Background: an optimization exercise with open tools, aiming at small area. Do not read the settings as production practice.
At most, simulation tests tie the RTL to the original design; equivalence was not proved.
No functional check of the RTL was part of runs 5 and 6.
Power figures rest on the tool's default switching activity, not on a simulated workload.

`design/flow/config.mk`:
```
export PLATFORM = sky130hd
export DESIGN_NAME = ledcube_engine
export DESIGN_NICKNAME = ledcube_engine
export VERILOG_FILES = /design/flow/design.v
export SDC_FILE = /design/flow/constraint.sdc
export NUM_CORES = 4
export LEC_CHECK = 0
export ABC_AREA = 1
export CAP_MARGIN = 20
export CELL_PAD_IN_SITES_DETAIL_PLACEMENT = 1
export CELL_PAD_IN_SITES_GLOBAL_PLACEMENT = 1
export CORE_MARGIN = 2
export CORE_UTILIZATION = 65
export PLACE_DENSITY = 0.75
export SLEW_MARGIN = 20
```
`design/flow/constraint.sdc`:
```
create_clock -name core_clock -period 10.0 [get_ports {clk}]
set_input_delay 2.0000 -clock core_clock [delete_from_list [all_inputs] [get_ports {clk}]]
set_output_delay 2.0000 -clock core_clock [all_outputs]
set_load 0.01 [all_outputs]
```
`design/flow/design.v`:
```
module ledcube_engine (
    input             clk,
    input             rst,
    input      [1:0]  cfg_rot,
    input             cfg_inv,
    input             in_valid,
    input      [63:0] in_data,
    input             close,
    output reg [14:0] lines,    
    output reg        done
);
    reg [63:0] w [0:6];
    reg [63:0] p [0:7];
    reg [63:0] c [0:7];
    reg [2:0]  beat;
    reg        closed;
    reg        p_valid;
    reg [2:0]  p_base;
    wire accept = in_valid && !closed;
    wire p_load = accept && (beat == 3'd7);
    reg [3:0] k;         
    reg [3:0] s;         
    reg [2:0] layer;
    integer i;
    always @(posedge clk) begin
        if (accept) begin
            for (i = 0; i < 6; i = i + 1)
                w[i] <= w[i + 1];
            w[6] <= in_data;
        end
    end
    always @(posedge clk) begin
        if (p_load) begin
            for (i = 0; i < 7; i = i + 1)
                p[i] <= ~w[i];
            p[7] <= ~in_data;
        end else begin
            for (i = 0; i < 7; i = i + 1)
                p[i] <= ~p[i + 1];
            p[7] <= ~p[0];
        end
    end
    always @(posedge clk) begin
        if (rst) begin
            beat    <= 3'd0;
            closed  <= 1'b0;
            p_valid <= 1'b0;
        end else begin
            if (close)
                closed <= 1'b1;
            if (accept)
                beat <= beat + 3'd1;
            if (p_load) begin
                p_valid <= 1'b1;
                p_base  <= k[2:0] + 3'd1;
            end
        end
    end
    reg        xact;      
    reg [2:0]  xcnt;
    reg        c_valid;   
    reg        c_is_p;    
    reg [2:0]  c_base;
    always @(posedge clk) begin
        for (i = 0; i < 7; i = i + 1)
            c[i] <= c[i + 1];
        c[7] <= xact ? p[0] : c[0];
    end
    wire row_slot  = !s[3];
    wire [2:0] row = s[2:0];
    wire at_end    = (layer == 3'd7) && (s == 4'd9) && (k == 4'd6);
    wire release_now = at_end && closed && (c_is_p || !p_valid);
    always @(posedge clk) begin
        if (rst) begin
            xact    <= 1'b0;
            xcnt    <= 3'd0;
            c_valid <= 1'b0;
            c_is_p  <= 1'b0;
        end else begin
            if (xact) begin
                if (xcnt == 3'd7) begin
                    xact    <= 1'b0;
                    c_valid <= 1'b1;
                    c_base  <= p_base;
                end
                xcnt <= (p_load && xcnt != 3'd7) ? 3'd0 : xcnt + 3'd1;
            end else if (at_end && !release_now && p_valid && !done) begin
                xact <= 1'b1;
                xcnt <= 3'd0;
            end
            if (p_load)
                c_is_p <= 1'b0;
            else if (xact && xcnt == 3'd7)
                c_is_p <= 1'b1;
        end
    end
    wire [63:0] tap = c[0];
    wire [2:0]  tl  = k[2:0] - c_base;        
    wire [2:0]  rsel = (cfg_rot == 2'd2) ? ~layer : row;
    wire [7:0]  rbus = tap[rsel*8 +: 8];      
    reg  [7:0]  cbus;                         
    always @(*)
        for (i = 0; i < 8; i = i + 1)
            cbus[i] = tap[i*8 + row];
    wire        rbit = rbus[layer];
    reg [7:0] dnew;
    reg [7:0] den;
    always @(*) begin
        for (i = 0; i < 8; i = i + 1) begin
            case (cfg_rot)
                2'd0: begin dnew[i] = rbus[i];     den[i] = (tl == layer); end
                2'd1: begin dnew[i] = rbit;        den[i] = (~tl == i[2:0]); end
                2'd2: begin dnew[i] = rbus[i];     den[i] = (tl == row); end
                default: begin dnew[i] = cbus[7-i]; den[i] = (tl == layer); end
            endcase
            dnew[i] = c_valid & (dnew[i] ^ cfg_inv ^ ~tl[0]);
            den[i]  = den[i] & row_slot & !k[3];
        end
    end
    reg [7:0] dl;
    reg       srclr;
    wire srclk = row_slot && (k == 4'd10);
    wire rclk  = (s == 4'd8) && (k == 4'd2);
    wire oe    = ((s == 4'd8) && (k >= 4'd5)) || ((s == 4'd9) && (k <= 4'd5));
    always @(*) begin
        lines[7:0]   = dl;
        lines[8]     = srclr & srclk;
        lines[9]     = srclr & rclk;
        lines[10]    = srclr;
        lines[11]    = srclr & oe;
        lines[14:12] = srclr ? layer : 3'd0;
    end
    always @(posedge clk) begin
        if (rst) begin
            k     <= 4'd6;
            s     <= 4'd9;
            layer <= 3'd7;
            dl    <= 8'd0;
            srclr <= 1'b0;
            done  <= 1'b0;
        end else begin
            k <= k + 4'd1;
            if (k == 4'd15) begin
                if (s == 4'd10) begin
                    s     <= 4'd0;
                    layer <= layer + 3'd1;
                end else
                    s <= s + 4'd1;
            end
            if (!done) begin
                if (k[0])
                    srclr <= 1'b1;
                for (i = 0; i < 8; i = i + 1)
                    if (den[i])
                        dl[i] <= dnew[i];
                if (release_now) begin
                    dl    <= 8'd0;
                    srclr <= 1'b0;
                    done  <= 1'b1;
                end
            end
        end
    end
endmodule
```
`design/flow/flow/run.sh`:
```
#!/bin/bash
set -e
export CTS_ARGS="-sink_clustering_enable -repair_clock_nets -dont_use_dummy_load -buf_list sky130_fd_sc_hd__clkbuf_16 -sink_clustering_size 30 -sink_clustering_max_diameter 45"
export BUFFER_PORTS_ARGS="-buffer_cell sky130_fd_sc_hd__buf_1"
bash standard.sh > standard.log 2>&1
```
`design/flow/standard.sh`:
```
#!/bin/bash
# synth_recipe.tcl (not shown) runs the flow's synth.tcl, then flattens the netlist and writes it again
# the make line also repeats each setting of config.mk as NAME=value (left out here)
make -C /OpenROAD-flow-scripts/flow DESIGN_CONFIG=/design/flow/config.mk WORK_HOME=/design/flow/orfs CLKGATE_MAP_FILE= SYNTH_SCRIPT=/design/flow/synth_recipe.tcl "${@:-finish}"
```
==> results.json, run 1 <==
{
  "critPathTopFamily": "buffers and inverters",
  "irDropWorstVdd_mv": 0.276,
  "drcViolationCount": 0,
  "vias_per_cell": 5.73,
  "criticalPathCategory": "input pin to flip-flop",
  "wl_per_cell_um": 26.2,
  "antenna_found_initial": 1,
  "final_common_cell": "dfxtp_1",
  "cp_common_cell": "buf_4",
  "cts_max_level": 4,
  "hold_path.class": "flip-flop to flip-flop",
  "synthTopCellsByArea": "dfxtp_1 49%, edfxtp_1 31%, mux2i_1 12%, nand2_1 3.0%, nand3_1 1.1%",
  "synth_top_family_by_area": "multiplexers",
  "cap_viol_max_count": 0,
  "synth_top_area_cell": "dfxtp_1",
  "area_growth_pct": 10.4,
  "slew_violations": 0,
  "seq_area_frac_synth_pct": 80.2,
  "critPathCaptureType": "flip-flop",
  "firstDrtPassIters": 5,
  "drive_above_1_share_pct": 5.79,
  "clkLatencyLatePin_ps": 710,
  "power_uw": 11600,
  "fin_util_pct": 72.7,
  "grt_max_degree": 137,
  "cts-root-buf": "clkbuf_16",
  "crit_path_start_kind": "input pin",
  "gp_congestion": 0.843,
  "yosys.cell_types.count": 35,
  "rows": 94,
  "die_h_um": 262,
  "finClkSkew_ps": 68.7,
  "clock-sinks": 1510,
  "die_area_mm2": 0.0688,
  "grt_usage_pct": 28.8,
  "cp_max_fo": 60,
  "io_pins": 87,
  "finalSetupViolations": 0,
  "dieWidth_um": 262,
  "yosys_warnings": 4,
  "dr.first_iter.drc_count": 1552,
  "outcome": "finished clean",
  "grt_pass1_vias": 24340,
  "clock_path_buffers": 3,
  "synth_area_mm2": 0.0434,
  "cts_tree": "built",
  "muxShareOfSynthArea_pct": 11.8,
  "cts_hold_buffers": 0,
  "ant_nets": 0,
  "coreArea_mm2": 0.0659,
  "num_vias": 21688,
  "max_freq_ghz": 0.165,
  "period_needed_ps": 6070,
  "start_util_pct": 65.9,
  "syn_nets": 2862,
  "cts.clk_slew.worst_paths_ps": 100,
  "hpwl_mm": 51.6,
  "post_cts_resized": 0,
  "cts_buffers": 134,
  "synth_compound_area_share_pct": 1.27,
  "grt_pass1_wl_mm": 151,
  "placed_area_mm2": 0.0445,
  "worst_pin_slew_ps": 1050,
  "fin_crit_sh_pct": 60.7,
  "cp_slowest_stage_delay_ps": 920,
  "routed_wl_mm": 99.3,
  "leakage_uw": 0.0217,
  "yosys.area_share.adder_pct": 0.479,
  "p_per_area_mw_per_mm2": 242,
  "worstPathCellList": "buf_1, nand2_1, clkinvlp_4, nand2_4, buf_4, buf_4, mux2i_1",
  "setup_tns_ps": 0,
  "yosys.area_share.xor_xnor_pct": 0.202,
  "cp_num_buf_inv": 4,
  "rsz0062_at_grt": "false",
  "synth-seq-cells": 1510,
  "fin_nets": 3010,
  "whs_ps": 289,
  "grt_overflow_total": 0,
  "io_buffers": 86,
  "synthCells": 2775,
  "hold_viol": 0,
  "final_cell_mix": "1055 x dfxtp_1, 512 x mux2i_1, 454 x edfxtp_1",
  "post_cts_buffers": 0,
  "fin_area_mm2": 0.0479,
  "critPathRequiredTime_ps": 10570,
  "cp_slowest_cell": "buf_4",
  "arrival_ps": 6650,
  "avgSynthCellArea_um2": 15.6,
  "synth_top_cell_area_share_pct": 48.7,
  "relSlewSlack_pct": 29.7,
  "yosys.area_share.simple_pct": 4.69
}
## worst paths after layout
kind,startpoint,end,slack [ps],cells past startpoint
setup / recovery,in_valid,p[7][21]$_DFF_P_,3930,7
hold / removal,c[3][52]$_DFF_P_,c[2][52]$_DFF_P_,290,0
setup reg to reg,closed$_SDFFE_PP0P_,p[7][21]$_DFF_P_,4880,7
hold reg to reg,c[3][52]$_DFF_P_,c[2][52]$_DFF_P_,290,0
## Yosys cell counts, drive strengths merged
master,instances
clkbuf,28
a21boi,1
nand4,1
buf,63
o21a,1
a211oi,1
xor2,7
or2,2
mux2i,512
edfxtp,454
a21oi,27
o311ai,8
nand3,94
nor4,1
dfxtp,1056
ha,15
nor3,12
o211ai,4
o221ai,2
o22ai,31
o21ai,13
clkinv,3
nor2,43
nand2,347
xnor2,3
inv,44
fa,1
a22oi,1
## registers in the layout, summed over array words and instances (netlist names)
name,flops
p_valid,1
c,512
s,4
beat,3
layer,3
p,512
closed,1
xcnt,3
c_base,3
xact,1
c_valid,1
p_base,3
k,4
w,448
srclr,1
done,1
dl,8
c_is_p,1
## report_power, final
group | internal [uW] | switching, uW
clock | 2360 | 2100
sequential | 6660 | 174
combinational | 104 | 205
total | 9120 | 2480
## cells by family after synthesis
| family | count (synthesis) |
|---|---|
| XOR/XNOR | 10 |
| multiplexers | 512 |
| AND/OR/NAND/NOR | 500 |
| AO/OA/AOI/OAI | 89 |
| flip-flops | 1510 |
| buffers and inverters | 138 |
| adder cells (fa/ha/maj) | 16 |
## cell type report
type,instances,area (um2)
Multi-Input combinational cell,1127,8010
Inverter,47,180
Fill cell,5372,18000
Antenna cell,1,2.50
Sequential cell,1510,34800
Clock buffer,134,3350
Tap cell,864,1080
Timing Repair Buffer,103,509
## layer usage
layer / track usage (%) / vias up / part of all wire (%)
met5: 0 / - / 0
met4: 9.20 / 0 / 2.4
met3: 4.54 / 176 / 3.4
met2: 52.5 / 510 / 54
met1: 34.9 / 11201 / 41
li1: - / 9801 / -
## per-stage QoR
step	setup slack, ps	std cells
after floorplan	573	2775
after global placement	4130	3649
final	3930	3786
after detailed placement	3810	3649
after CTS	4480	3783
after global routing	3740	3785
==> run 2: changes to the inputs <==
==> design/flow/flow/run.sh (replaced) <==
#!/bin/bash
set -e
export CTS_ARGS="-sink_clustering_enable -repair_clock_nets -dont_use_dummy_load -buf_list sky130_fd_sc_hd__clkbuf_4 -sink_clustering_size 10 -sink_clustering_max_diameter 55"
export BUFFER_PORTS_ARGS="-buffer_cell sky130_fd_sc_hd__buf_1"
bash standard.sh > standard.log 2>&1
==> results.json, run 2 <==
{
  "clock-sinks": 1510,
  "period_needed_ps": 5330,
  "p_per_area_mw_per_mm2": 209,
  "placed_area_mm2": 0.0445,
  "num_vias": 20925,
  "die_h_um": 262,
  "fin_area_mm2": 0.0458,
  "firstDrtPassIters": 5,
  "gp_congestion": 0.843,
  "relSlewSlack_pct": 28.9,
  "final_cell_mix": "1055 x dfxtp_1, 512 x mux2i_1, 454 x edfxtp_1",
  "wl_per_cell_um": 20.8,
  "drive_above_1_share_pct": 6.84,
  "grt_usage_pct": 23.3,
  "finalSetupViolations": 0,
  "irDropWorstVdd_mv": 0.182,
  "power_frac_seq_pct": 70.9,
  "crit_path_start_kind": "flip-flop",
  "final_common_cell": "dfxtp_1",
  "finClkSkew_ps": 87.5,
  "grt_pass1_wl_mm": 126,
  "yosys_warnings": 4,
  "coreArea_mm2": 0.0659,
  "synth_edf_count": 454,
  "outcome": "finished clean",
  "synth-seq-cells": 1510,
  "synth-async-reset-ratio_pct": 0,
  "synth_top_area_cell": "dfxtp_1",
  "worst_pin_slew_ps": 1070,
  "pre_cts_slack_ps": 3810,
  "synthTopCellsByArea": "dfxtp_1 49%, edfxtp_1 31%, mux2i_1 12%, nand2_1 3.0%, nand3_1 1.1%",
  "combPwrFrac_pct": 3.0,
  "synth_top_cell_area_share_pct": 48.7,
  "hpwl_mm": 51.6,
  "yosys.cell_types.count": 35,
  "grt_pass1_vias": 23461,
  "synth_ff_type": "dfxtp_1",
  "dr.first_iter.drc_count": 1043,
  "clkLatencyLatePin_ps": 1040,
  "cts-root-buf": "clkbuf_4",
  "post_cts_buffers": 0,
  "routed_wl_mm": 79.7,
  "synthCells": 2775,
  "critPathCaptureType": "output port",
  "cts_tree": "built",
  "critPathRequiredTime_ps": 8000,
  "die_area_mm2": 0.0688,
  "hold_start": "c[3][52]$_DFF_P_",
  "reg_top3": "c x512, p x512, w x448",
  "synth_commonest_cells": "1056 x dfxtp_1, 512 x mux2i_1, 454 x edfxtp_1",
  "synth_area_mm2": 0.0434,
  "critPathLaunch": "s[0]$_SDFFE_PP1N_",
  "avgSynthCellArea_um2": 15.6,
  "setup_tns_ps": 0,
  "hold_viol": 0,
  "final_cells": 3825,
  "fin_crit_sh_pct": 53.3,
  "cts.clk_slew.worst_paths_ps": 90,
  "yosysMostFrequentCell": "dfxtp_1",
  "sw_frac_of_total_pct": 21.4,
  "max_freq_ghz": 0.188,
  "area_growth_pct": 5.60,
  "rows": 94,
  "cts_max_level": 4,
  "r2r_start": "closed$_SDFFE_PP0P_",
  "power_uw": 9580,
  "p_clk_share_pct": 26.1,
  "ant_nets": 0,
  "p_switching_uw": 2050,
  "start_util_pct": 65.9,
  "rsz0062_at_grt": "false",
  "cts_buffers": 169,
  "vias_per_cell": 5.47,
  "cts_hold_buffers": 0,
  "drcViolationCount": 0,
  "dieWidth_um": 262,
  "grt_overflow_total": 0,
  "hold_path.class": "flip-flop to flip-flop",
  "cp_max_fo": 18,
  "post_cts_resized": 0,
  "io_pins": 87,
  "fin_nets": 3043,
  "clock_path_buffers": 3,
  "leakage_uw": 0.0209,
  "syn_nets": 2862,
  "worst_slack_ps": 4670,
  "p_int_uw": 7530,
  "cap_viol_max_count": 0,
  "seq_area_frac_synth_pct": 80.2,
  "criticalPathCategory": "flip-flop to output port",
  "dp.cells": 3649,
  "grt_max_degree": 137,
  "antenna_found_initial": 2,
  "slew_violations": 0,
  "io_buffers": 86,
  "arrival_ps": 3330
}
run 2: final timing paths:
| path | end | slack [ps] | cells past startpoint |
|---|---|---|---|
| worst max-delay path | lines[9] | 4670 | 4 |
| worst min-delay path | c[2][52]$_DFF_P_ | 270 | 0 |
| worst max register to register | p[2][15]$_DFF_P_ | 5510 | 7 |
| worst min register to register | c[2][52]$_DFF_P_ | 270 | 0 |
run 2: worst max-delay path, stage by stage, from the launching register on:
cell and delay, ps:
dfxtp_1 380, inv_2 160, nand2_1 550, nor4_1 1030, buf_1 220
run 2: cell families (layout without fill, tap and decap cells):
family / Yosys count / count (layout) / synth area share, %
other: 0 / 7 / 0
AO/OA/AOI/OAI: 89 / 89 / 1.27
XOR/XNOR: 10 / 10 / 0.202
adder cells (fa/ha/maj): 16 / 16 / 0.479
flip-flops: 1510 / 1510 / 80.2
buffers and inverters: 138 / 317 / 1.39
AND/OR/NAND/NOR: 500 / 500 / 4.69
multiplexers: 512 / 512 / 11.8
run 2: metal layers:
layer | share of wire [%] | track usage [%]
met5 | 0 | 0
met4 | 2.6 | 8.45
met3 | 3.2 | 4.31
met2 | 52 | 41.3
met1 | 42 | 28.5
run 2: cell type report:
cell class                 instances  area [um2]
antenna                            7        17.5
clock buffer                     169        1270
fill                            5699       20100
inverter                          47         180
multi-input combinational       1127        8010
sequential                      1510       34800
tap                              864        1080
timing repair buffer             101         477
run 2: power by group through the flow:
stage	clock, uW	sequential [uW]	combinational (uW)
final	2500	6790	283
after global placement	0	6890	255
after CTS	2590	6800	288
after detailed placement	0	6930	286
after floorplan	0	6880	196
after global routing	2830	6830	318
run 2: per-stage QoR:
stage / hold slack [ps] / util [%]
3_3_place_gp: 310 / 67.6
2_1_floorplan: 310 / -
6_report: 265 / 69.6
4_1_cts: 239 / 69.5
3_5_place_dp: 313 / 67.6
5_1_grt: 256 / 69.5
==> run 3: changes to the inputs <==
==> design/flow/flow/run.sh (replaced) <==
#!/bin/bash
set -e
export CTS_ARGS="-sink_clustering_enable -repair_clock_nets -dont_use_dummy_load -buf_list {sky130_fd_sc_hd__clkbuf_2 sky130_fd_sc_hd__clkbuf_4} -sink_clustering_size 10 -sink_clustering_max_diameter 40"
export BUFFER_PORTS_ARGS="-buffer_cell sky130_fd_sc_hd__buf_1"
bash standard.sh > standard.log 2>&1
==> results.json, run 3 <==
{
  "outcome": "finished clean",
  "synth_area_mm2": 0.0434,
  "criticalPathCategory": "flip-flop to output port",
  "leakage_uw": 0.0209,
  "crit_path_start_kind": "flip-flop",
  "hold_path.class": "flip-flop to flip-flop",
  "cts-root-buf": "clkbuf_4",
  "synthTopCellsByArea": "dfxtp_1 49%, edfxtp_1 31%, mux2i_1 12%, nand2_1 3.0%, nand3_1 1.1%",
  "synth-async-reset-ratio_pct": 0,
  "reg2reg_slack_ps": 5520,
  "worstHoldPathCells": 0,
  "grt_max_degree": 137,
  "worst_pin_slew_ps": 1080,
  "antenna_found_initial": 2,
  "rsz0062_at_grt": "false",
  "worst_slack_ps": 4770,
  "cts_tree": "built",
  "cap_viol_max_count": 0,
  "setup_tns_ps": 0,
  "clock_path_buffers": 3,
  "cts.clk_slew.worst_paths_ps": 100,
  "grt_overflow_total": 0,
  "grt_pass1_wl_mm": 126,
  "final_common_cell": "dfxtp_1",
  "die_h_um": 262,
  "coreArea_mm2": 0.0659,
  "synthCells": 2775,
  "power_uw": 9590,
  "synth_top_area_cell": "dfxtp_1",
  "hold_start": "c[7][39]$_DFF_P_",
  "dr.first_iter.drc_count": 1114,
  "drcViolationCount": 0,
  "drive_above_1_share_pct": 6.96,
  "placed_area_mm2": 0.0445,
  "fill_cells": 5715,
  "reg_top3": "c x512, p x512, w x448",
  "p_int_uw": 7550,
  "firstDrtPassIters": 5,
  "clock-sinks": 1510,
  "yosys_warnings": 4,
  "hold-path-endpoint": "c[6][39]$_DFF_P_",
  "period_needed_ps": 5230,
  "p_per_area_mw_per_mm2": 209,
  "area_growth_pct": 5.66,
  "worstReg2RegEnd": "p[1][28]$_DFF_P_",
  "yosys.area_share.xor_xnor_pct": 0.202,
  "yosysMostFrequentCell": "dfxtp_1",
  "fin_util_pct": 69.6,
  "gp_congestion": 0.843,
  "slew_violations": 0,
  "post_cts_resized": 0,
  "io_buffers": 86,
  "hpwl_mm": 51.6,
  "synth_top_cell_area_share_pct": 48.7,
  "syn_nets": 2862,
  "synth_edf_count": 454,
  "cts_buffers": 173,
  "rows": 94,
  "yosys.area_share.simple_pct": 4.69,
  "wl_per_cell_um": 20.7,
  "fin_crit_sh_pct": 52.3,
  "max_freq_ghz": 0.191,
  "sw_frac_of_total_pct": 21.3,
  "vias_per_cell": 5.45,
  "critPathCaptureType": "output port",
  "synth_top_family_by_area": "multiplexers",
  "clkLatencyLatePin_ps": 1000,
  "cts_hold_buffers": 0,
  "grt_usage_pct": 23.4,
  "routed_wl_mm": 79.1,
  "critPathRequiredTime_ps": 8000,
  "synth-seq-cells": 1510,
  "power_frac_seq_pct": 70.8,
  "synth_commonest_cells": "1056 x dfxtp_1, 512 x mux2i_1, 454 x edfxtp_1",
  "arrival_ps": 3230,
  "dieWidth_um": 262,
  "p_switching_uw": 2040,
  "hold_viol": 0,
  "num_vias": 20869,
  "post_cts_buffers": 0,
  "yosys.area_share.adder_pct": 0.479,
  "p_clk_share_pct": 26.2,
  "cp_max_fo": 18,
  "seq_area_frac_synth_pct": 80.2,
  "die_area_mm2": 0.0688,
  "reg2reg_depth": 7,
  "r2r_start": "closed$_SDFFE_PP0P_",
  "synth_compound_area_share_pct": 1.27,
  "combPwrFrac_pct": 3.0,
  "grt_pass1_vias": 23337,
  "finClkSkew_ps": 98.4,
  "synth_ff_type": "dfxtp_1",
  "cts_max_level": 4,
  "avgSynthCellArea_um2": 15.6,
  "ant_nets": 0,
  "relSlewSlack_pct": 27.9,
  "start_util_pct": 65.9,
  "finalSetupViolations": 0,
  "yosys.cell_types.count": 35,
  "io_pins": 87,
  "fin_nets": 3047,
  "final_cell_mix": "1055 x dfxtp_1, 512 x mux2i_1, 454 x edfxtp_1",
  "pre_cts_slack_ps": 3810,
  "muxShareOfSynthArea_pct": 11.8,
  "fin_area_mm2": 0.0458,
  "irDropWorstVdd_mv": 0.181
}
run 3: cell types whose count changed in the layout (fill, tap and decap cells not counted), sizes merged:
cell,previous run,this run
clkbuf,169,173
diode,7,5
run 3: worst max-delay path: stages (launching register included):
cell and delay [ps]:
dfxtp_1 390, inv_2 160, nand2_1 510, nor4_1 980
buf_1 220
run 3: cell families (layout without fill, tap and decap cells):
group	after synthesis	count (layout)
xor gates and xnor gates	10	10
muxes	512	512
DFF	1510	1510
other	0	5
buffers and inverters	138	321
AOI/OAI and AO/OA	89	89
adders and majority gates	16	16
and+or+nand+nor	500	500
run 3: worst max path at each step:
stage	slack (ps)	startpoint	cells after the start	to
final	4770	s[0]$_SDFFE_PP1N_	4	lines[9]
after global routing	4520	s[0]$_SDFFE_PP1N_	7	lines[11]
after CTS	4710	s[0]$_SDFFE_PP1N_	4	lines[9]
after detailed placement	3810	in_valid	7	p[3][26]$_DFF_P_
after global placement	4130	in_valid	7	p[6][21]$_DFF_P_
after floorplan	570	in_valid	6	p_base[0]$_DFFE_PP_
run 3: stage by stage:
step	cells	hold slack (ps)
floorplan	2775	310
global placement	3649	310
detailed placement	3649	313
CTS	3822	268
global route	3827	258
finish	3827	275
run 3: area by class of cell:
class,count,area (um2),share of cell area [%]
flip-flops and latches,1510,34800,75.9
multi-input cells,1127,8010,17.5
clock buffers,173,1300,2.83
well taps,864,1080,2.36
repair buffers,101,477,1.04
inverters,47,180,0.393
diodes,5,12.5,0.0273
run 3: power by group through the flow:
stage          combinational [uW]  sequential [uW]  clock, uW
6_report                      283             6790       2510
5_1_grt                       318             6820       2850
4_1_cts                       288             6800       2620
3_5_place_dp                  286             6930          0
3_3_place_gp                  255             6890          0
2_1_floorplan                 196             6880          0
run 3: layer usage:
metal / track usage [%] / routed length [um] / vias up
met2: 41.4 / 41000 / 371
li1: - / - / 9917
met4: 8.68 / 2080 / 2
met3: 4.39 / 2600 / 173
met5: 0 / 13 / -
met1: 28.6 / 33500 / 10406
==> run 4: changes to the inputs <==
==> design/flow/flow/run.sh (replaced) <==
#!/bin/bash
set -e
export CTS_ARGS="-sink_clustering_enable -repair_clock_nets -dont_use_dummy_load -buf_list sky130_fd_sc_hd__clkbuf_4 -sink_clustering_size 10 -sink_clustering_max_diameter 40"
export BUFFER_PORTS_ARGS="-buffer_cell sky130_fd_sc_hd__buf_1"
bash standard.sh > standard.log 2>&1
--- a/design/flow/config.mk
+++ b/design/flow/config.mk
@@ -8,3 +8,3 @@
 export ABC_AREA = 1
-export CAP_MARGIN = 20
+export CAP_MARGIN = 0
 export CELL_PAD_IN_SITES_DETAIL_PLACEMENT = 1
@@ -14,2 +14,2 @@
 export PLACE_DENSITY = 0.75
-export SLEW_MARGIN = 20
+export SLEW_MARGIN = 0
==> results.json, run 4 <==
{
  "outcome": "finished clean",
  "start_util_pct": 65.9,
  "setup_tns_ps": 0,
  "synth_commonest_cells": "1056 x dfxtp_1, 512 x mux2i_1, 454 x edfxtp_1",
  "p_int_uw": 7550,
  "post_cts_resized": 0,
  "routed_wl_mm": 79.1,
  "hpwl_mm": 51.6,
  "dr.first_iter.drc_count": 1049,
  "hold_path.class": "flip-flop to flip-flop",
  "grt_max_degree": 137,
  "io_buffers": 86,
  "cp_max_fo": 18,
  "leakage_uw": 0.0209,
  "syn_nets": 2862,
  "yosysMostFrequentCell": "dfxtp_1",
  "die_h_um": 262,
  "sw_frac_of_total_pct": 21.3,
  "synth_top_cell_area_share_pct": 48.7,
  "grt_overflow_total": 0,
  "grt_use_met2_pct": 41.4,
  "reg_top3": "c x512, p x512, w x448",
  "synth-seq-cells": 1510,
  "irDropWorstVdd_mv": 0.181,
  "gp_congestion": 0.843,
  "cts_hold_buffers": 0,
  "synthCells": 2775,
  "cts.clk_slew.worst_paths_ps": 110,
  "ant_nets": 0,
  "synth-async-reset-ratio_pct": 0,
  "cts_buffers": 173,
  "die_area_mm2": 0.0688,
  "worstPathCellList": "inv_2, nand2_1, nor4_1, buf_1",
  "combPwrFrac_pct": 2.9,
  "clock-sinks": 1510,
  "grt_pass1_vias": 23337,
  "criticalPathCategory": "flip-flop to output port",
  "vias_per_cell": 5.46,
  "cts-root-buf": "clkbuf_4",
  "fin_nets": 3047,
  "finalSetupViolations": 0,
  "finClkSkew_ps": 99.4,
  "coreArea_mm2": 0.0659,
  "max_freq_ghz": 0.194,
  "cp_num_buf_inv": 2,
  "drcViolationCount": 0,
  "antenna_found_initial": 2,
  "drive_above_1_share_pct": 6.96,
  "reg2reg_slack_ps": 5530,
  "cap_viol_max_count": 0,
  "grt-busiest-layer": "met2",
  "yosys.cell_types.count": 35,
  "power_frac_seq_pct": 70.8,
  "avgSynthCellArea_um2": 15.6,
  "met1_usage_pct": 28.6,
  "post_cts_buffers": 0,
  "grt_pass1_wl_mm": 126,
  "num_vias": 20885,
  "clkLatencyLatePin_ps": 1000,
  "power_uw": 9590,
  "p_clk_share_pct": 26.2,
  "cts_max_level": 4,
  "hold_viol": 0,
  "yosys_warnings": 4,
  "rows": 94,
  "wl_per_cell_um": 20.7,
  "firstDrtPassIters": 5,
  "fin_crit_sh_pct": 51.5,
  "final_common_cell": "dfxtp_1",
  "p_switching_uw": 2040,
  "seq_area_frac_synth_pct": 80.2,
  "critPathCaptureType": "output port",
  "cts_tree": "built",
  "p_per_area_mw_per_mm2": 209,
  "io_pins": 87,
  "clock_path_buffers": 3,
  "area_growth_pct": 5.65,
  "rsz0062_at_grt": "false",
  "cp_slowest_stage_delay_ps": 910,
  "slew_violations": 0,
  "synth_edf_count": 454,
  "period_needed_ps": 5150,
  "critPathRequiredTime_ps": 8000,
  "arrival_ps": 3150,
  "synthTopCellsByArea": "dfxtp_1 49%, edfxtp_1 31%, mux2i_1 12%, nand2_1 3.0%, nand3_1 1.1%",
  "synth_area_mm2": 0.0434,
  "final_cell_mix": "1055 x dfxtp_1, 512 x mux2i_1, 454 x edfxtp_1",
  "relSlewSlack_pct": 24.5,
  "synth_top_area_cell": "dfxtp_1",
  "grt_usage_pct": 23.4,
  "cp_slowest_cell": "nor4_1",
  "grt_use_met3_pct": 4.39,
  "dieWidth_um": 262,
  "worst_pin_slew_ps": 1130,
  "synth_ff_type": "dfxtp_1",
  "critPathTopFamily": "simple AND/OR/NAND/NOR gates",
  "crit_path_start_kind": "flip-flop"
}
==> run 4: cell counts after synthesis <==
Identical to the previous run, type by type.
==> run 4: final cells by class <==
class	count	area, um2
diodes	5	12.5
clock buffers	173	1300
fillers	5715	20000
inverters	47	180
multi-input cells	1127	8010
flip-flops and latches	1510	34800
well taps	864	1080
repair buffers	101	473
==> run 4: power groups by stage <==
stage                     clock, uW  sequential, uW  combinational (uW)
after detailed placement          0            6930                 286
after global placement            0            6890                 255
after CTS                      2620            6800                 288
after global routing           2850            6820                 318
after floorplan                   0            6880                 196
final                          2510            6790                 282
==> run 4: kinds of logic (layout without fill, tap and decap cells) <==
group                      after synthesis  in the layout  synth area share [%]
xor gates and xnor gates                10             10                 0.202
muxes                                  512            512                  11.8
adders and majority gates               16             16                 0.479
other                                    0              5                     0
AOI/OAI and AO/OA                       89             89                  1.27
and+or+nand+nor                        500            500                  4.69
buffers and inverters                  138            321                  1.39
DFF                                   1510           1510                  80.2
==> run 4: per-layer routing <==
metal,vias to the layer above,share of wire [%]
met5,-,0.016
met4,2,2.6
met3,170,3.3
met2,367,52
met1,10422,42
li1,9924,-
==> run 4: path summary, 6_finish.rpt <==
check                                          from                to  depth (start not counted)
worst min register to register     c[7][39]$_DFF_P_  c[6][39]$_DFF_P_                          0
worst max-delay path              s[0]$_SDFFE_PP1N_          lines[9]                          4
worst min-delay path               c[7][39]$_DFF_P_  c[6][39]$_DFF_P_                          0
worst max register to register  closed$_SDFFE_PP0P_  p[7][16]$_DFF_P_                          7
==> run 4: metrics by stage <==
| step | util, % | hold WS (ps) | setup slack (ps) | std cells | instance area (um2) |
|---|---|---|---|---|---|
| floorplan | - | 310 | 573 | 2775 | 43400 |
| global placement | 67.6 | 310 | 4130 | 3649 | 44500 |
| detailed placement | 67.6 | 313 | 3810 | 3649 | 44500 |
| CTS | 69.6 | 268 | 4710 | 3822 | 45800 |
| global route | 69.6 | 258 | 4520 | 3827 | 45800 |
| finish | 69.6 | 273 | 4850 | 3827 | 45800 |
==> run 4: worst reg2reg max path, stage by stage, from the launching register on <==
cell	delay, ps
dfxtp_1	340
inv_1	70
nand2_1	180
clkinvlp_4	770
nand2_4	900
buf_4	930
buf_4	850
mux2i_1	340
==> run 5: changes to the inputs <==
--- a/design/flow/design.v
+++ b/design/flow/design.v
@@ -17,3 +17,3 @@
     reg        p_valid;
-    reg [2:0]  p_base;
+    reg [2:0]  ptl;       
     wire accept = in_valid && !closed;
@@ -42,2 +42,4 @@
     end
+    always @(posedge clk)
+        ptl <= p_load ? 3'd0 : ptl + 3'd1;
     always @(posedge clk) begin
@@ -52,6 +54,4 @@
                 beat <= beat + 3'd1;
-            if (p_load) begin
+            if (p_load)
                 p_valid <= 1'b1;
-                p_base  <= k[2:0] + 3'd1;
-            end
         end
@@ -59,6 +59,6 @@
     reg        xact;      
-    reg [2:0]  xcnt;
+    reg        seen0;     
     reg        c_valid;   
     reg        c_is_p;    
-    reg [2:0]  c_base;
+    reg [2:0]  ctl;       
     always @(posedge clk) begin
@@ -72,2 +72,5 @@
     wire release_now = at_end && closed && (c_is_p || !p_valid);
+    wire x_end = xact && seen0 && (ptl == 3'd7);
+    always @(posedge clk)
+        ctl <= x_end ? 3'd0 : ctl + 3'd1;
     always @(posedge clk) begin
@@ -75,3 +78,2 @@
             xact    <= 1'b0;
-            xcnt    <= 3'd0;
             c_valid <= 1'b0;
@@ -80,11 +82,11 @@
             if (xact) begin
-                if (xcnt == 3'd7) begin
+                if (ptl == 3'd0)
+                    seen0 <= 1'b1;
+                if (x_end) begin
                     xact    <= 1'b0;
                     c_valid <= 1'b1;
-                    c_base  <= p_base;
                 end
-                xcnt <= (p_load && xcnt != 3'd7) ? 3'd0 : xcnt + 3'd1;
             end else if (at_end && !release_now && p_valid && !done) begin
-                xact <= 1'b1;
-                xcnt <= 3'd0;
+                xact  <= 1'b1;
+                seen0 <= 1'b0;
             end
@@ -92,3 +94,3 @@
                 c_is_p <= 1'b0;
-            else if (xact && xcnt == 3'd7)
+            else if (x_end)
                 c_is_p <= 1'b1;
@@ -97,3 +99,3 @@
     wire [63:0] tap = c[0];
-    wire [2:0]  tl  = k[2:0] - c_base;        
+    wire [2:0]  tl  = ctl;                    
     wire [2:0]  rsel = (cfg_rot == 2'd2) ? ~layer : row;
--- a/design/flow/config.mk
+++ b/design/flow/config.mk
@@ -8,3 +8,3 @@
 export ABC_AREA = 1
-export CAP_MARGIN = 0
+export CAP_MARGIN = 20
 export CELL_PAD_IN_SITES_DETAIL_PLACEMENT = 1
@@ -14,2 +14,2 @@
 export PLACE_DENSITY = 0.75
-export SLEW_MARGIN = 0
+export SLEW_MARGIN = 20
==> results.json, run 5 <==
{
  "outcome": "finished clean",
  "period_needed_ps": 5380,
  "cts_hold_buffers": 0,
  "antenna_found_initial": 2,
  "grt_usage_pct": 23.0,
  "routed_wl_mm": 77.5,
  "synthTopCellsByArea": "dfxtp_1 49%, edfxtp_1 31%, mux2i_1 12%, nand2_1 2.9%, nand3_1 1.1%",
  "io_buffers": 86,
  "cts-root-buf": "clkbuf_4",
  "cp_max_fo": 19,
  "fin_nets": 3060,
  "wl_per_cell_um": 20.2,
  "die_h_um": 262,
  "coreArea_mm2": 0.0660,
  "arrival_ps": 3380,
  "worst_pin_slew_ps": 1160,
  "clock-sinks": 1508,
  "rows": 94,
  "yosys.cell_types.count": 34,
  "final_cell_mix": "1058 x dfxtp_1, 512 x mux2i_1, 449 x edfxtp_1",
  "synth_top_cell_area_share_pct": 48.8,
  "max_freq_ghz": 0.186,
  "synth_commonest_cells": "1059 x dfxtp_1, 512 x mux2i_1, 449 x edfxtp_1",
  "num_vias": 20840,
  "synth_ff_type": "dfxtp_1",
  "dieWidth_um": 262,
  "synth-seq-cells": 1508,
  "worstHoldPathCells": 0,
  "synth_top_area_cell": "dfxtp_1",
  "finalSetupViolations": 0,
  "cts_buffers": 173,
  "criticalPathCategory": "flip-flop to output port",
  "avgSynthCellArea_um2": 15.6,
  "cts_tree": "built",
  "hpwl_mm": 50.3,
  "synth_area_mm2": 0.0434,
  "hold_viol": 0,
  "relSlewSlack_pct": 22.6,
  "fin_crit_sh_pct": 53.8,
  "slew_violations": 0,
  "grt_max_degree": 175,
  "gp_congestion": 0.852,
  "p_per_area_mw_per_mm2": 209,
  "synth_edf_count": 449,
  "drcViolationCount": 0,
  "grt_overflow_total": 0,
  "reg_top3": "c x512, p x512, w x448",
  "worstReg2RegEnd": "p[4][38]$_DFF_P_",
  "final_common_cell": "dfxtp_1",
  "setup_tns_ps": 0,
  "synthCells": 2785,
  "dr.first_iter.drc_count": 1031,
  "r2r_start": "closed$_SDFFE_PP0P_",
  "finClkSkew_ps": 96.7,
  "die_area_mm2": 0.0689,
  "grt_pass1_wl_mm": 123,
  "cts.clk_slew.worst_paths_ps": 100,
  "yosysMostFrequentCell": "dfxtp_1",
  "firstDrtPassIters": 7,
  "drive_above_1_share_pct": 7.28,
  "cts_max_level": 4,
  "grt_pass1_vias": 23332,
  "worst_slack_ps": 4620,
  "reg2reg_depth": 7,
  "post_cts_resized": 0,
  "hold-path-endpoint": "c[3][52]$_DFF_P_",
  "irDropWorstVdd_mv": 0.138,
  "hold_start": "c[4][52]$_DFF_P_",
  "critPathRequiredTime_ps": 8000,
  "start_util_pct": 65.8,
  "crit_path_start_kind": "flip-flop",
  "synth-async-reset-ratio_pct": 0,
  "cap_viol_max_count": 0,
  "hold_path.class": "flip-flop to flip-flop",
  "leakage_uw": 0.0209,
  "yosys_warnings": 4,
  "rsz0062_at_grt": "false",
  "critPathCaptureType": "output port",
  "reg2reg_slack_ps": 5990,
  "vias_per_cell": 5.44,
  "io_pins": 87,
  "seq_area_frac_synth_pct": 79.9,
  "post_cts_buffers": 0,
  "clock_path_buffers": 3,
  "syn_nets": 2877,
  "area_growth_pct": 5.66,
  "ant_nets": 0,
  "pre_cts_slack_ps": 4390,
  "clkLatencyLatePin_ps": 1020
}
==> run 5: critical path: stages (launching register included) <==
cell and delay [ps]:
dfxtp_1 470, inv_1 180, nor2_1 130, clkinv_1 580, nor2_1 340, o311ai_0 210, a21oi_1 220, buf_1 290
==> run 5: routing by layer <==
layer  global-route usage (%)  vias to the layer above  share of wire [%]
met5                        0                        -                  0
met4                     8.39                        0                2.5
met3                     4.63                      144                3.6
met2                     39.9                      357                 51
met1                     28.7                    10399                 43
li1                         -                     9940                  -
==> run 5: kinds of logic after synthesis <==
| family | count (synthesis) | synth area share, % |
|---|---|---|
| AO/OA/AOI/OAI | 95 | 1.35 |
| AND/OR/NAND/NOR | 496 | 4.81 |
| buffers and inverters | 149 | 1.47 |
| multiplexers | 512 | 11.8 |
| adder cells (fa/ha/maj) | 21 | 0.605 |
| XOR/XNOR | 4 | 0.0807 |
| flip-flops | 1508 | 79.9 |
==> run 5: how the worst max path moves through the flow <==
stage,slack (ps),from,cells after the start,endpoint
floorplan,310,in_valid,7,p[0][58]$_DFF_P_
global placement,4610,in_valid,7,p[1][45]$_DFF_P_
detailed placement,4390,in_valid,7,p[3][42]$_DFF_P_
CTS,4570,s[0]$_SDFFE_PP1N_,7,lines[11]
global route,4390,s[0]$_SDFFE_PP1N_,7,lines[11]
finish,4620,s[0]$_SDFFE_PP1N_,7,lines[11]
==> run 5: through the flow <==
stage	instances	power [uW]	hold slack (ps)	utilization [%]	instance area, um2
2_1_floorplan	2785	7100	310	-	43400
3_3_place_gp	3657	7160	310	67.6	44600
3_5_place_dp	3657	7240	313	67.6	44600
4_1_cts	3830	9710	256	69.5	45900
5_1_grt	3831	10000	271	69.5	45900
6_report	3832	9590	259	69.5	45900
==> run 5: area by class of cell <==
| type | instances | area [um2] |
|---|---|---|
| flip-flops and latches | 1508 | 34700 |
| multi-input cells | 1128 | 8110 |
| inverters | 56 | 214 |
| well taps | 864 | 1080 |
| diodes | 2 | 5.00 |
| fillers | 5779 | 20100 |
| repair buffers | 101 | 485 |
| clock buffers | 173 | 1300 |
==> run 5: where the power goes <==
part           internal, uW  switching (uW)  total, uW
registers              6640             148       6790
logic                   112             188        299
clock network           797            1710       2500
total                  7550            2040       9590
==> run 6: changes to the inputs <==
--- a/design/flow/config.mk
+++ b/design/flow/config.mk
@@ -9,7 +9,7 @@
 export CAP_MARGIN = 20
-export CELL_PAD_IN_SITES_DETAIL_PLACEMENT = 1
-export CELL_PAD_IN_SITES_GLOBAL_PLACEMENT = 1
+export CELL_PAD_IN_SITES_DETAIL_PLACEMENT = 0
+export CELL_PAD_IN_SITES_GLOBAL_PLACEMENT = 0
 export CORE_MARGIN = 2
-export CORE_UTILIZATION = 65
-export PLACE_DENSITY = 0.75
+export CORE_UTILIZATION = 70
+export PLACE_DENSITY = 0.8
 export SLEW_MARGIN = 20
==> results.json, run 6 <==
{
  "outcome": "finished clean",
  "die_area_mm2": 0.0640,
  "period_needed_ps": 5210,
  "rsz0062_at_grt": "false",
  "rows": 91,
  "cp_common_cell": "nor2_1",
  "yosysMostFrequentCell": "dfxtp_1",
  "fin_crit_sh_pct": 52.1,
  "criticalPathCategory": "flip-flop to output port",
  "worstPathCellList": "inv_1, nor2_1, clkinv_1, nor2_1, o311ai_0, a21oi_1, buf_1",
  "avgSynthCellArea_um2": 15.6,
  "die_h_um": 253,
  "start_util_pct": 70.6,
  "hpwl_mm": 40.6,
  "cp_slowest_cell": "clkinv_1",
  "post_cts_buffers": 0,
  "cp_max_fo": 19,
  "critPathRequiredTime_ps": 8000,
  "final_cell_mix": "1058 x dfxtp_1, 512 x mux2i_1, 449 x edfxtp_1",
  "synth_top_area_cell": "dfxtp_1",
  "gp_congestion": 0.897,
  "clock-sinks": 1508,
  "worst_pin_slew_ps": 1060,
  "dr.first_iter.drc_count": 1258,
  "cts_max_level": 4,
  "synthCells": 2785,
  "synth_commonest_cells": "1059 x dfxtp_1, 512 x mux2i_1, 449 x edfxtp_1",
  "cts_tree": "built",
  "max_freq_ghz": 0.192,
  "synth_ff_type": "dfxtp_1",
  "antenna_found_initial": 2,
  "drive_above_1_share_pct": 7.38,
  "clock_path_buffers": 3,
  "synth_edf_count": 449,
  "post_cts_resized": 0,
  "slew_violations": 0,
  "cts-root-buf": "clkbuf_4",
  "synth-seq-cells": 1508,
  "cts_hold_buffers": 0,
  "cts_buffers": 173,
  "cts.clk_slew.worst_paths_ps": 100,
  "seq_area_mm2": 0.0347,
  "drcViolationCount": 0,
  "hold_viol": 0,
  "leakage_uw": 0.0209,
  "grt_pass1_vias": 21090,
  "cp_num_buf_inv": 3,
  "irDropWorstVdd_mv": 0.125,
  "reg2reg_depth": 7,
  "critPathTopFamily": "buffers and inverters",
  "yosys.cell_types.count": 34,
  "yosys_warnings": 4,
  "arrival_ps": 3210,
  "relSlewSlack_pct": 29.3,
  "wl_per_cell_um": 17.3,
  "critPathCaptureType": "output port",
  "grt_overflow_total": 0,
  "worstHoldPathCells": 0,
  "routed_wl_mm": 65.0,
  "hold_path.class": "flip-flop to flip-flop",
  "synth_area_mm2": 0.0434,
  "whs_ps": 277,
  "p_per_area_mw_per_mm2": 208,
  "seq_area_frac_synth_pct": 79.9,
  "finClkSkew_ps": 89.7,
  "cap_viol_max_count": 0,
  "fill_cells": 3777,
  "finalSetupViolations": 0,
  "cp_slowest_stage_delay_ps": 510,
  "grt_usage_pct": 21.0,
  "vias_per_cell": 5.43,
  "dieWidth_um": 253,
  "num_vias": 20467,
  "grt_max_degree": 178,
  "worst-path-stages": 7,
  "final_common_cell": "dfxtp_1",
  "clkLatencyLatePin_ps": 1040,
  "synth-async-reset-ratio_pct": 0,
  "fin_nets": 3063,
  "coreArea_mm2": 0.0615,
  "setup_tns_ps": 0,
  "ant_nets": 0,
  "reg_top3": "c x512, p x512, w x448",
  "io_buffers": 86,
  "syn_nets": 2877,
  "grt_pass1_wl_mm": 105,
  "firstDrtPassIters": 5,
  "synthTopCellsByArea": "dfxtp_1 49%, edfxtp_1 31%, mux2i_1 12%, nand2_1 2.9%, nand3_1 1.1%",
  "area_growth_pct": 5.51,
  "crit_path_start_kind": "flip-flop",
  "io_pins": 87,
  "synth_top_cell_area_share_pct": 48.8,
  "multi_input_area_mm2": 0.00811
}
## run 6: cell counts after synthesis
Identical to the previous run, type by type.
## run 6: report_power, final
part | internal, uW | leakage (uW) | switching (uW) | total (uW)
sequential | 6640 | 0.0134 | 133 | 6770
clock | 797 | 0.000796 | 1670 | 2470
combinational | 111 | 0.00672 | 173 | 283
total | 7550 | 0.0209 | 1980 | 9520
## run 6: final timing paths
check	slack [ps]	start	to
setup / recovery	4790	s[0]$_SDFFE_PP1N_	lines[11]
hold / removal	280	c[1][55]$_DFF_P_	c[0][55]$_DFF_P_
setup reg to reg	5950	closed$_SDFFE_PP0P_	p[7][25]$_DFF_P_
hold reg to reg	280	c[1][55]$_DFF_P_	c[0][55]$_DFF_P_
## run 6: metrics by stage
stage               utilization (%)  cell area (um2)  cells  total power, uW  worst slack, ps
CTS                            74.5            45800   3759             9630             4710
floorplan                         -            43400   2785             7100              306
detailed placement             72.4            44500   3586             7200             4270
global placement               72.4            44500   3586             7150             4430
global route                   74.5            45800   3766             9930             4390
finish                         74.5            45800   3768             9520             4790
## run 6: cell families (layout without fill, tap and decap cells)
kind of cell             count (synthesis)  in the layout  share of synthesized area (%)
AND/OR/NAND/NOR                        496            496                           4.81
buffers and inverters                  149            333                           1.47
other                                    0              9                              0
multiplexers                           512            512                           11.8
AO/OA/AOI/OAI                           95             95                           1.35
flip-flops                            1508           1508                           79.9
XOR/XNOR                                 4              4                         0.0807
adder cells (fa/ha/maj)                 21             21                          0.605
## run 6: layer usage
layer | track usage (%) | part of all wire (%) | vias to the layer above
li1 | - | - | 9993
met1 | 27.9 | 45 | 9839
met2 | 33.5 | 47 | 481
met3 | 5.14 | 4.8 | 154
met4 | 8.22 | 2.8 | 0
met5 | 0 | 0 | -
## run 6: area by class of cell
| class | instances | area share (%) |
|---|---|---|
| Tap cell | 790 | 2.16 |
| Clock buffer | 173 | 2.84 |
| Sequential cell | 1508 | 75.7 |
| Inverter | 56 | 0.467 |
| Timing Repair Buffer | 104 | 1.08 |
| Antenna cell | 9 | 0.0492 |
| Multi-Input combinational cell | 1128 | 17.7 |

## port drivers added, routing unchanged
In the flow no input, the clock included, has a driving cell. The finished layouts below were timed again as built, in two steps.
Step 1: set_driving_cell puts a clkbuf_16 on clk and a buf_2 on each other input, an assumption about the parent block.
Step 2 also shifts input and output timing later by t, the mid clock arrival at the registers, as if the neighbouring blocks saw the same clock.
Three values: ideal, step 1, step 2; two values: the first two.
run	t, ns	slack for setup (ns)	latest minus earliest clock arrival (ns)
run 1	0.769	3.926 / 3.963 / 3.193	0.107 / 0.107
run 2	1.073	4.671 / 4.605 / 3.848	0.110 / 0.110
run 3	1.031	4.772 / 4.704 / 3.852	0.116 / 0.116
run 4	1.029	4.847 / 4.779 / 3.866	0.114 / 0.114
run 5	1.033	4.623 / 4.557 / 4.430	0.106 / 0.106
run 6	1.042	4.791 / 4.730 / 4.432	0.117 / 0.117
After both steps setup and hold are still met in every run listed. The setup slack of run 4, which loses most, moves by -0.068 ns with the drivers and by -0.981 ns with both steps.
